This design comes from an exercise in tuning for small area, a short achievable clock period and few clock cycles per item on the open sky130 flow, not from production work. Where RTL was checked, it was by simulation tests only, not by an equivalence proof against the original.

==> inputs of job 3097 <==
==> flow/design.v <==
module sscore_enc (
    input             clk,
    input             rst,         
    input             start,
    input      [47:0] in_len,
    output            idle,
    input             in_valid,
    output            in_ready,
    input       [7:0] in_data,
    output            out_valid,
    input             out_ready,
    output     [15:0] out_cp
);
    localparam [1:0] M_SCAN = 2'b00, M_ZERO = 2'b01, M_FF = 2'b10, M_PAT = 2'b11;
    reg         idle_q;
    reg         hdr;         
    reg  [1:0]  hidx;
    reg  [47:0] R;           
    reg  [3:0]  wc;          
    reg  [7:0]  w [0:8];
    reg         inrdy;
    reg         eoi;         
    reg         ovalid;
    reg  [11:0] osym;
    reg         go;          
    reg         sgo;         
    reg  [1:0]  mode;
    reg  [9:0]  c;           
    reg         ph;          
    reg         ending;      
    reg         lastpair;    
    reg         sblk;        
    reg  [1:0]  se;          
    assign idle      = idle_q;
    assign in_ready  = inrdy;
    assign out_valid = ovalid;
    assign out_cp    = {4'hE, osym};
    wire can   = !ovalid || out_ready;
    wire push  = in_valid && inrdy;
    wire step  = go && can;
    wire sfire = sgo && can;
    wire hfire = hdr && can;
    wire [7:0] w0 = w[0], w1 = w[1], w2 = w[2], w3 = w[3];
    wire [7:0] w4 = w[4], w5 = w[5], w6 = w[6], w7 = w[7];
    wire z0 = (w0 == 8'h00), z1 = (w1 == 8'h00), z2 = (w2 == 8'h00), z3 = (w3 == 8'h00);
    wire f0 = (w0 == 8'hFF), f1 = (w1 == 8'hFF), f2 = (w2 == 8'hFF), f3 = (w3 == 8'hFF);
    wire e0 = (w0 == w2), e1 = (w1 == w3), e2 = (w2 == w4);
    wire e3 = (w3 == w5), e4 = (w4 == w6), e5 = (w5 == w7);
    wire ge2 = (wc >= 4'd2), ge4 = (wc >= 4'd4), ge5 = (wc >= 4'd5);
    wire ge6 = (wc >= 4'd6), ge8 = (wc >= 4'd8);
    wire zero4 = ge4 && z0 && z1 && z2 && z3;
    wire ff4   = ge4 && f0 && f1 && f2 && f3;
    wire pat4  = ge8 && e0 && e1 && e2 && e3 && e4 && e5;
    wire m1    = ge4 && e0 && e1;            
    wire m2    = ge6 && e2 && e3;            
    wire m1n   = ge5 && e1 && e2;            
    wire cont  = ge2 && ((mode == M_ZERO) ? z1 : f1);
    wire [9:0] c1 = c + 10'd1;
    wire [9:0] c2 = c + 10'd2;
    wire c1max = (c == 10'd1022);
    wire zfend = !cont || (c1 == 10'd1023);
    reg         demit;
    reg  [11:0] dsym;
    always @(*) begin
        demit = 1'b0;
        dsym  = {4'h0, w0};
        case (mode)
            M_SCAN: demit = !(zero4 || ff4 || pat4);
            M_PAT: begin
                if (!ph && !ending && (se != 2'd3) && !m2) begin
                    demit = 1'b1;
                    dsym  = {M_PAT, c2};
                end else begin
                    demit = ending && !(ph && lastpair);
                    dsym  = {4'h0, w1};
                end
            end
            default: begin
                demit = zfend;
                dsym  = {mode, c1};
            end
        endcase
    end
    reg  [11:0] hsym, ssym;
    always @(*) begin
        case (hidx)
            2'd0: hsym = R[47:36];
            2'd1: hsym = R[35:24];
            2'd2: hsym = R[23:12];
            default: hsym = R[11:0];
        endcase
        case (se)
            2'd0: ssym = {M_PAT, c1};
            2'd1: ssym = {4'h0, w0};
            default: ssym = {4'h0, w1};
        endcase
    end
    wire        emit = hfire || sfire || (step && demit);
    wire [11:0] esym = hdr ? hsym : (sgo ? ssym : dsym);
    wire fin    = !idle_q && !hdr && eoi && (wc == 4'd0) && can;
    wire hdr_n  = hdr && !(can && hidx == 2'd3);
    wire body_n = !idle_q && !fin && !hdr_n;
    reg sblk_n;
    always @(*) begin
        sblk_n = sblk;
        if (sfire)
            sblk_n = (se != 2'd2);
        else if (step && mode == M_PAT) begin
            if (!ph) sblk_n = 1'b0;
            else if (!lastpair) sblk_n = !ending && (!m1n || c1max);
        end
    end
    wire [3:0] wc_n   = wc - {3'b000, step} + {3'b000, push};
    wire       hi0    = (R[47:4] == 44'd0);
    wire       eoi_n  = hi0 && (R[3:0] == wc + {3'b000, push});
    wire       rdy_n  = (wc_n >= 4'd8) || (eoi_n && (wc_n != 4'd0));
    integer j;
    always @(posedge clk) begin
        for (j = 0; j < 9; j = j + 1) begin
            if (push && (step ? (wc == j + 1) : (wc == j)))
                w[j] <= in_data;
            else if (step && j < 8)
                w[j] <= w[j + 1];
        end
        if (emit) osym <= esym;
        R <= idle_q ? in_len : R - {47'd0, step};
        if (idle_q)      hidx <= 2'd0;
        else if (hfire)  hidx <= hidx + 2'd1;
        if (step) begin
            case (mode)
                M_SCAN: c <= 10'd1;
                M_PAT: begin
                    if (!ph && !ending && (se != 2'd3)) c <= c1;
                    else if (!ph && (se == 2'd3) && m1) c <= 10'd0;
                end
                default: c <= zfend ? 10'd0 : c1;
            endcase
        end
        if (rst) begin
            idle_q <= 1'b1;
            hdr    <= 1'b0;
            wc     <= 4'd0;
            inrdy  <= 1'b0;
            ovalid <= 1'b0;
            go     <= 1'b0;
            sgo    <= 1'b0;
            mode   <= M_SCAN;
            ph     <= 1'b0;
            ending <= 1'b0;
            lastpair <= 1'b0;
            sblk   <= 1'b0;
            se     <= 2'd0;
        end else begin
            if (emit) ovalid <= 1'b1;
            else if (out_ready) ovalid <= 1'b0;
            if (idle_q) begin
                wc <= 4'd0;
                if (start) begin
                    idle_q <= 1'b0;
                    hdr    <= 1'b1;
                    inrdy  <= (in_len != 48'd0);
                    eoi    <= (in_len == 48'd0);
                end
            end else begin
                wc    <= wc_n;
                eoi   <= eoi_n;
                inrdy <= !fin && !eoi_n && (wc_n != 4'd9);
                if (fin) idle_q <= 1'b1;
                hdr   <= hdr_n;
            end
            go   <= body_n && rdy_n && !sblk_n;
            sgo  <= body_n && rdy_n && sblk_n;
            sblk <= sblk_n;
            if (sfire) se <= se + 2'd1;
            if (step) begin
                case (mode)
                    M_SCAN: begin
                        if (zero4)      mode <= M_ZERO;
                        else if (ff4)   mode <= M_FF;
                        else if (pat4) begin
                            mode <= M_PAT;
                            ph   <= 1'b1;
                        end
                    end
                    M_PAT: begin
                        if (!ph) begin
                            ph <= 1'b1;
                            if (ending) begin
                                lastpair <= 1'b1;
                            end else if (se == 2'd3) begin
                                se <= 2'd0;
                                if (!m1) lastpair <= 1'b1;
                            end else if (!m2) begin
                                ending <= 1'b1;
                            end
                        end else begin
                            ph <= 1'b0;
                            if (lastpair) begin
                                mode     <= M_SCAN;
                                ending   <= 1'b0;
                                lastpair <= 1'b0;
                            end
                        end
                    end
                    default: begin
                        if (!cont) mode <= M_SCAN;
                    end
                endcase
            end
        end
    end
endmodule
==> flow/run.sh <==
#!/bin/bash
# synth_recipe.tcl (not shown) runs the flow's synth.tcl, then flattens the netlist and writes it again
# the make line also repeats each setting of config.mk as NAME=value (left out here)
make -C /OpenROAD-flow-scripts/flow DESIGN_CONFIG=/design/flow/config.mk WORK_HOME=/design/flow/orfs CLKGATE_MAP_FILE= SYNTH_SCRIPT=/design/flow/synth_recipe.tcl finish
==> flow/config.mk <==
export PLATFORM = sky130hd
export DESIGN_NAME = sscore_enc
export DESIGN_NICKNAME = sscore_enc
export VERILOG_FILES = /design/flow/design.v
export SDC_FILE = /design/flow/constraint.sdc
export NUM_CORES = 4
export LEC_CHECK = 0
export CAP_MARGIN = 20
export CORE_MARGIN = 2
export CORE_UTILIZATION = 40
export SLEW_MARGIN = 20
==> flow/constraint.sdc <==
create_clock -name core_clock -period 8.0 [get_ports {clk}]
set_input_delay 1.6000 -clock core_clock [delete_from_list [all_inputs] [get_ports {clk}]]
set_output_delay 1.6000 -clock core_clock [all_outputs]
set_load 0.01 [all_outputs]
==> job 7228 (differences from job 3097) <==
--- a/flow/design.v
+++ b/flow/design.v
@@ -16,8 +16,10 @@
     reg         hdr;         
     reg  [1:0]  hidx;
     reg  [47:0] R;           
+    reg  [4:0]  rb;          
     reg  [3:0]  wc;          
     reg  [7:0]  w [0:8];
+    reg         al;          
     reg         inrdy;
     reg         eoi;         
     reg         ovalid;
@@ -38,8 +40,6 @@
     wire can   = !ovalid || out_ready;
     wire push  = in_valid && inrdy;
     wire step  = go && can;
-    wire sfire = sgo && can;
-    wire hfire = hdr && can;
     wire [7:0] w0 = w[0], w1 = w[1], w2 = w[2], w3 = w[3];
     wire [7:0] w4 = w[4], w5 = w[5], w6 = w[6], w7 = w[7];
     wire z0 = (w0 == 8'h00), z1 = (w1 == 8'h00), z2 = (w2 == 8'h00), z3 = (w3 == 8'h00);
@@ -67,8 +67,8 @@
         case (mode)
             M_SCAN: demit = !(zero4 || ff4 || pat4);
             M_PAT: begin
-                if (!ph && !ending && (se != 2'd3) && !m2) begin
-                    demit = 1'b1;
+                if (!ph && !ending && (se != 2'd3)) begin
+                    demit = !m2;
                     dsym  = {M_PAT, c2};
                 end else begin
                     demit = ending && !(ph && lastpair);
@@ -95,37 +95,69 @@
             default: ssym = {4'h0, w1};
         endcase
     end
-    wire        emit = hfire || sfire || (step && demit);
+    wire        emit = can && (hdr || sgo || (go && demit));
     wire [11:0] esym = hdr ? hsym : (sgo ? ssym : dsym);
-    wire fin    = !idle_q && !hdr && eoi && (wc == 4'd0) && can;
-    wire hdr_n  = hdr && !(can && hidx == 2'd3);
-    wire body_n = !idle_q && !fin && !hdr_n;
-    reg sblk_n;
-    always @(*) begin
-        sblk_n = sblk;
-        if (sfire)
-            sblk_n = (se != 2'd2);
-        else if (step && mode == M_PAT) begin
-            if (!ph) sblk_n = 1'b0;
-            else if (!lastpair) sblk_n = !ending && (!m1n || c1max);
-        end
-    end
-    wire [3:0] wc_n   = wc - {3'b000, step} + {3'b000, push};
-    wire       hi0    = (R[47:4] == 44'd0);
-    wire       eoi_n  = hi0 && (R[3:0] == wc + {3'b000, push});
-    wire       rdy_n  = (wc_n >= 4'd8) || (eoi_n && (wc_n != 4'd0));
+    wire sblk_step = (mode != M_PAT) ? sblk :
+                     (!ph ? 1'b0 : (lastpair ? sblk : (!ending && (!m1n || c1max))));
+    wire sblk_c    = sgo ? (se != 2'd2) : (go ? sblk_step : sblk);
+    wire hi0     = (R[47:4] == 44'd0);
+    wire finrdy  = !idle_q && !hdr && hi0 && (R[3:0] == 4'd0);
+    wire body_c1 = !idle_q && !finrdy && (!hdr || (hidx == 2'd3));
+    wire body_c0 = !idle_q && !hdr;
+    wire [2:0] nv [0:3];
+    genvar k;
+    generate
+        for (k = 0; k < 4; k = k + 1) begin : g_nx
+            wire       cc   = (k >= 2);
+            wire       pp   = (k % 2) == 1;
+            wire       st   = go && cc;
+            wire       shA  = !al && (pp || eoi);
+            wire       alup = shA && (wc == 4'd7);
+            wire       aln  = al || alup;
+            wire [3:0] wcn  = alup ? (eoi ? R[3:0] : 4'd8) :
+                              (wc - {3'b000, st} + {3'b000, pp || shA});
+            wire       eoin = eoi || (hi0 && (R[3:0] == wc + {3'b000, pp}));
+            wire       rdyn = aln && ((wcn >= 4'd8) || (eoin && (wcn != 4'd0)));
+            wire       bodn = cc ? body_c1 : body_c0;
+            wire       sbn  = cc ? sblk_c : sblk;
+            wire       finn = cc && finrdy;
+            assign nv[k] = {bodn && rdyn && !sbn, bodn && rdyn && sbn,
+                            !finn && !eoin && (wcn != 4'd9)};
+        end
+    endgenerate
+    wire [2:0] nsel = can ? (push ? nv[3] : nv[2]) : (push ? nv[1] : nv[0]);
+    wire       shA   = !al && (push || eoi);
+    wire       sh    = step || shA;
+    wire       al_up = shA && (wc == 4'd7);
+    wire       ld7   = push && (!al || (step ? (wc == 4'd8) : (wc == 4'd7)));
+    wire       ld8   = push && al && (step ? (wc == 4'd9) : (wc == 4'd8));
+    wire [3:0] wc_p1 = wc + 4'd1;
+    wire [3:0] wc_m1 = wc - 4'd1;
+    wire [3:0] wc_a1 = (wc == 4'd7) ? (eoi ? R[3:0] : 4'd8) : wc_p1;
+    wire [3:0] wc_n  = al ? (push ? (step ? wc : wc_p1) : (step ? wc_m1 : wc)) :
+                            ((push || eoi) ? wc_a1 : wc);
+    wire       eoi_n = eoi || (hi0 && (R[3:0] == wc + {3'b000, push}));
     integer j;
     always @(posedge clk) begin
-        for (j = 0; j < 9; j = j + 1) begin
-            if (push && (step ? (wc == j + 1) : (wc == j)))
-                w[j] <= in_data;
-            else if (step && j < 8)
-                w[j] <= w[j + 1];
-        end
+        for (j = 0; j < 7; j = j + 1)
+            if (sh) w[j] <= w[j + 1];
+        if (ld7)     w[7] <= in_data;
+        else if (sh) w[7] <= w[8];
+        if (ld8)     w[8] <= in_data;
         if (emit) osym <= esym;
-        R <= idle_q ? in_len : R - {47'd0, step};
-        if (idle_q)      hidx <= 2'd0;
-        else if (hfire)  hidx <= hidx + 2'd1;
+        if (idle_q) begin
+            R  <= in_len;
+            rb <= 5'd0;
+        end else begin
+            if (step) R[7:0] <= R[7:0] - 8'd1;
+            for (j = 1; j < 6; j = j + 1)
+                if (rb[j - 1]) R[8 * j +: 8] <= R[8 * j +: 8] - 8'd1;
+            rb[0] <= step && (R[7:0] == 8'd0);
+            for (j = 1; j < 5; j = j + 1)
+                rb[j] <= rb[j - 1] && (R[8 * j +: 8] == 8'd0);
+        end
+        if (idle_q)     hidx <= 2'd0;
+        else if (hdr && can) hidx <= hidx + 2'd1;
         if (step) begin
             case (mode)
                 M_SCAN: c <= 10'd1;
@@ -140,6 +172,7 @@
             idle_q <= 1'b1;
             hdr    <= 1'b0;
             wc     <= 4'd0;
+            al     <= 1'b0;
             inrdy  <= 1'b0;
             ovalid <= 1'b0;
             go     <= 1'b0;
@@ -154,24 +187,26 @@
             if (emit) ovalid <= 1'b1;
             else if (out_ready) ovalid <= 1'b0;
             if (idle_q) begin
-                wc <= 4'd0;
+                wc    <= 4'd0;
+                al    <= 1'b0;
+                go    <= 1'b0;
+                sgo   <= 1'b0;
+                inrdy <= start && (in_len != 48'd0);
+                eoi   <= (in_len == 48'd0);
                 if (start) begin
                     idle_q <= 1'b0;
                     hdr    <= 1'b1;
-                    inrdy  <= (in_len != 48'd0);
-                    eoi    <= (in_len == 48'd0);
                 end
             end else begin
                 wc    <= wc_n;
+                al    <= al || al_up;
                 eoi   <= eoi_n;
-                inrdy <= !fin && !eoi_n && (wc_n != 4'd9);
-                if (fin) idle_q <= 1'b1;
-                hdr   <= hdr_n;
-            end
-            go   <= body_n && rdy_n && !sblk_n;
-            sgo  <= body_n && rdy_n && sblk_n;
-            sblk <= sblk_n;
-            if (sfire) se <= se + 2'd1;
+                {go, sgo, inrdy} <= nsel;
+                if (can && finrdy) idle_q <= 1'b1;
+                if (can && hidx == 2'd3) hdr <= 1'b0;
+            end
+            if (can) sblk <= sblk_c;
+            if (sgo && can) se <= se + 2'd1;
             if (step) begin
                 case (mode)
                     M_SCAN: begin
==> flow/flow/run.sh (new file) <==
#!/bin/bash
# Layout flow: the standard flow (standard synthesis unchanged), with the
# ports buffered by the smallest buffer and setup repair aimed 5.35 ns past the
# clock period.  make's output goes to standard.log; ORFS's own per-step logs
# stay under orfs/logs.
set -euo pipefail
bash standard.sh SETUP_SLACK_MARGIN=5.35 "BUFFER_PORTS_ARGS=-buffer_cell sky130_fd_sc_hd__buf_1" finish > standard.log 2>&1
==> flow/standard.sh (new file) <==
#!/bin/bash
# synth_recipe.tcl (not shown) runs the flow's synth.tcl, then flattens the netlist and writes it again
# the make line also repeats each setting of config.mk as NAME=value (left out here)
make -C /OpenROAD-flow-scripts/flow DESIGN_CONFIG=/design/flow/config.mk WORK_HOME=/design/flow/orfs CLKGATE_MAP_FILE= SYNTH_SCRIPT=/design/flow/synth_recipe.tcl "${@:-finish}"
--- a/flow/config.mk
+++ b/flow/config.mk
@@ -5,6 +5,7 @@
 export SDC_FILE = /design/flow/constraint.sdc
 export NUM_CORES = 4
 export LEC_CHECK = 0
+export ABC_CLOCK_PERIOD_IN_PS = 2500
 export CAP_MARGIN = 20
 export CORE_MARGIN = 2
 export CORE_UTILIZATION = 40
removed: flow/run.sh
==> job 403 (differences from job 3097) <==
--- a/flow/design.v
+++ b/flow/design.v
@@ -22,6 +22,7 @@
     reg         eoi;         
     reg         ovalid;
     reg  [11:0] osym;
+    reg         al;          
     reg         go;          
     reg         sgo;         
     reg  [1:0]  mode;
@@ -97,7 +98,8 @@
     end
     wire        emit = hfire || sfire || (step && demit);
     wire [11:0] esym = hdr ? hsym : (sgo ? ssym : dsym);
-    wire fin    = !idle_q && !hdr && eoi && (wc == 4'd0) && can;
+    wire hi0    = (R[47:4] == 44'd0);
+    wire fin    = !idle_q && !hdr && hi0 && (R[3:0] == 4'd0) && can;
     wire hdr_n  = hdr && !(can && hidx == 2'd3);
     wire body_n = !idle_q && !fin && !hdr_n;
     reg sblk_n;
@@ -110,18 +112,23 @@
             else if (!lastpair) sblk_n = !ending && (!m1n || c1max);
         end
     end
-    wire [3:0] wc_n   = wc - {3'b000, step} + {3'b000, push};
-    wire       hi0    = (R[47:4] == 44'd0);
-    wire       eoi_n  = hi0 && (R[3:0] == wc + {3'b000, push});
-    wire       rdy_n  = (wc_n >= 4'd8) || (eoi_n && (wc_n != 4'd0));
+    wire       shA    = !al && (push || eoi);
+    wire       sh     = step || shA;
+    wire       al_up  = shA && (wc == 4'd7);
+    wire       al_n   = al || al_up;
+    wire [3:0] wc_n   = al_up ? (eoi ? R[3:0] : 4'd8) :
+                        (wc - {3'b000, step} + {3'b000, push || shA});
+    wire       eoi_n  = eoi || (hi0 && (R[3:0] == wc + {3'b000, push}));
+    wire       rdy_n  = al_n && ((wc_n >= 4'd8) || (eoi_n && (wc_n != 4'd0)));
+    wire       ld7    = push && (!al || (step ? (wc == 4'd8) : (wc == 4'd7)));
+    wire       ld8    = push && al && (step ? (wc == 4'd9) : (wc == 4'd8));
     integer j;
     always @(posedge clk) begin
-        for (j = 0; j < 9; j = j + 1) begin
-            if (push && (step ? (wc == j + 1) : (wc == j)))
-                w[j] <= in_data;
-            else if (step && j < 8)
-                w[j] <= w[j + 1];
-        end
+        for (j = 0; j < 7; j = j + 1)
+            if (sh) w[j] <= w[j + 1];
+        if (ld7)     w[7] <= in_data;
+        else if (sh) w[7] <= w[8];
+        if (ld8)     w[8] <= in_data;
         if (emit) osym <= esym;
         R <= idle_q ? in_len : R - {47'd0, step};
         if (idle_q)      hidx <= 2'd0;
@@ -155,6 +162,7 @@
             else if (out_ready) ovalid <= 1'b0;
             if (idle_q) begin
                 wc <= 4'd0;
+                al <= 1'b0;
                 if (start) begin
                     idle_q <= 1'b0;
                     hdr    <= 1'b1;
@@ -163,6 +171,7 @@
                 end
             end else begin
                 wc    <= wc_n;
+                al    <= al_n;
                 eoi   <= eoi_n;
                 inrdy <= !fin && !eoi_n && (wc_n != 4'd9);
                 if (fin) idle_q <= 1'b1;
--- a/flow/config.mk
+++ b/flow/config.mk
@@ -5,7 +5,9 @@
 export SDC_FILE = /design/flow/constraint.sdc
 export NUM_CORES = 4
 export LEC_CHECK = 0
+export ABC_CLOCK_PERIOD_IN_PS = 2500
 export CAP_MARGIN = 20
 export CORE_MARGIN = 2
-export CORE_UTILIZATION = 40
+export CORE_UTILIZATION = 60
+export SETUP_SLACK_MARGIN = 5
 export SLEW_MARGIN = 20
==> job 6307 (differences from job 3097) <==
--- a/flow/design.v
+++ b/flow/design.v
@@ -22,6 +22,7 @@
     reg         eoi;         
     reg         ovalid;
     reg  [11:0] osym;
+    reg         al;          
     reg         go;          
     reg         sgo;         
     reg  [1:0]  mode;
@@ -97,7 +98,8 @@
     end
     wire        emit = hfire || sfire || (step && demit);
     wire [11:0] esym = hdr ? hsym : (sgo ? ssym : dsym);
-    wire fin    = !idle_q && !hdr && eoi && (wc == 4'd0) && can;
+    wire hi0    = (R[47:4] == 44'd0);
+    wire fin    = !idle_q && !hdr && hi0 && (R[3:0] == 4'd0) && can;
     wire hdr_n  = hdr && !(can && hidx == 2'd3);
     wire body_n = !idle_q && !fin && !hdr_n;
     reg sblk_n;
@@ -110,18 +112,23 @@
             else if (!lastpair) sblk_n = !ending && (!m1n || c1max);
         end
     end
-    wire [3:0] wc_n   = wc - {3'b000, step} + {3'b000, push};
-    wire       hi0    = (R[47:4] == 44'd0);
-    wire       eoi_n  = hi0 && (R[3:0] == wc + {3'b000, push});
-    wire       rdy_n  = (wc_n >= 4'd8) || (eoi_n && (wc_n != 4'd0));
+    wire       shA    = !al && (push || eoi);
+    wire       sh     = step || shA;
+    wire       al_up  = shA && (wc == 4'd7);
+    wire       al_n   = al || al_up;
+    wire [3:0] wc_n   = al_up ? (eoi ? R[3:0] : 4'd8) :
+                        (wc - {3'b000, step} + {3'b000, push || shA});
+    wire       eoi_n  = eoi || (hi0 && (R[3:0] == wc + {3'b000, push}));
+    wire       rdy_n  = al_n && ((wc_n >= 4'd8) || (eoi_n && (wc_n != 4'd0)));
+    wire       ld7    = push && (!al || (step ? (wc == 4'd8) : (wc == 4'd7)));
+    wire       ld8    = push && al && (step ? (wc == 4'd9) : (wc == 4'd8));
     integer j;
     always @(posedge clk) begin
-        for (j = 0; j < 9; j = j + 1) begin
-            if (push && (step ? (wc == j + 1) : (wc == j)))
-                w[j] <= in_data;
-            else if (step && j < 8)
-                w[j] <= w[j + 1];
-        end
+        for (j = 0; j < 7; j = j + 1)
+            if (sh) w[j] <= w[j + 1];
+        if (ld7)     w[7] <= in_data;
+        else if (sh) w[7] <= w[8];
+        if (ld8)     w[8] <= in_data;
         if (emit) osym <= esym;
         R <= idle_q ? in_len : R - {47'd0, step};
         if (idle_q)      hidx <= 2'd0;
@@ -155,6 +162,7 @@
             else if (out_ready) ovalid <= 1'b0;
             if (idle_q) begin
                 wc <= 4'd0;
+                al <= 1'b0;
                 if (start) begin
                     idle_q <= 1'b0;
                     hdr    <= 1'b1;
@@ -163,6 +171,7 @@
                 end
             end else begin
                 wc    <= wc_n;
+                al    <= al_n;
                 eoi   <= eoi_n;
                 inrdy <= !fin && !eoi_n && (wc_n != 4'd9);
                 if (fin) idle_q <= 1'b1;
--- a/flow/config.mk
+++ b/flow/config.mk
@@ -5,7 +5,9 @@
 export SDC_FILE = /design/flow/constraint.sdc
 export NUM_CORES = 4
 export LEC_CHECK = 0
+export ABC_CLOCK_PERIOD_IN_PS = 2500
 export CAP_MARGIN = 20
 export CORE_MARGIN = 2
 export CORE_UTILIZATION = 40
+export SETUP_SLACK_MARGIN = 5
 export SLEW_MARGIN = 20
==> impl_metrics.toml <==
[status]
status = "timing/DRC/antenna clean"

[global_routing]
grt_pass1_vias = 7713

[power]
switching_share = 0.296

[synth]
synth_most_common_cell = "nand2_1"
synth-compound-area-share = 0.132
yosysSeqAreaShare = 0.463

[critical_path]
cpMaxStageDelayCell = "or4_4"
worstPathArrival_ns = 3.91

[clock_network]
clkSlewWorstSetupHoldPaths_ns = 0.07
cts_resized = 67

[floorplanning]
die_h_um = 128

[final_layout]
drive_above_1_share = 0.189
seq_cell_count = 164
That was job 403.
==> impl_metrics.toml <==
[final_layout]
drive_above_1_share = 0.162
seq_cell_count = 164

[global_routing]
grt_pass1_vias = 7096
grtUsageMet2 = 0.323

[floorplanning]
die_h_um = 155

[synth]
yosysSeqAreaShare = 0.463
synth-compound-area-share = 0.132
synth_most_common_cell = "nand2_1"

[power]
switching_share = 0.299

[clock_network]
clkSlewWorstSetupHoldPaths_ns = 0.08
cts_resized = 42

[status]
status = "timing/DRC/antenna clean"

[critical_path]
required_ns = 8.29
cpMaxStageDelayCell = "or4_4"
That was job 6307.
==> impl_metrics.toml <==
[status]
status = "timing/DRC/antenna clean"

[clock_network]
clkSlewWorstSetupHoldPaths_ns = 0.08

[synth]
synth_most_common_cell = "edfxtp_1"

[final_layout]
drive_above_1_share = 0.195
seq_cell_count = 169

[floorplanning]
die_h_um = 164

[power]
switching_share = 0.308

[critical_path]
cpMaxStageDelayCell = "mux2_2"
That was job 7228.
==> impl_metrics.toml <==
[final_layout]
drive_above_1_share = 0.120
seq_cell_count = 163
clock_area_frac = 0.0565

[synth]
synth_most_common_cell = "nand2_1"
synth-compound-area-share = 0.124

[critical_path]
worstPathArrival_ns = 5.80

[global_routing]
grt_pass1_vias = 7401
grt_use_met3 = 0.0378

[floorplanning]
die_h_um = 161

[power]
switching_share = 0.296

[clock_network]
clkSlewWorstSetupHoldPaths_ns = 0.08
post-cts-setup-buffer-count = 0
cts_resized = 0

[status]
status = "timing/DRC/antenna clean"
That was job 3097.
Testbench counts of job 7228, summed over its fixed seeds: cycles 65,110, bytes 62,998.
Only the layout flow was run in job 3097, job 403 and job 6307; the RTL was not checked for function there.

==> re-timing with driven ports <==
Ports are ideal in the flow. The routed layouts listed here were re-timed in OpenROAD.
Step 1 sets driving cells, clkbuf_16 on the clock port and buf_2 on the other inputs (assumed; they add their load-dependent delay and slew).
Step 2, shift: input delay + t, output delay - t, t = (earliest + latest rising clock arrival at the registers) / 2. This alone moves slack from input paths to output paths.
Slacks: ideal / step 1 / step 2; pairs: ideal / step 1.
run	shift t [ns]	setup slack, ns	worst setup path after step 2
job 3097	0.483	2.486 / 2.504 / 2.021	input to register
job 7228	0.489	5.258 / 5.268 / 4.779	input to register
job 403	0.474	4.359 / 4.351 / 3.877	input to register
job 6307	0.491	4.466 / 4.463 / 3.972	input to register
After both steps every run listed still meets setup and hold. The setup slack of job 6307, which loses most, moves by -0.003 ns with the drivers and by -0.494 ns with both steps.
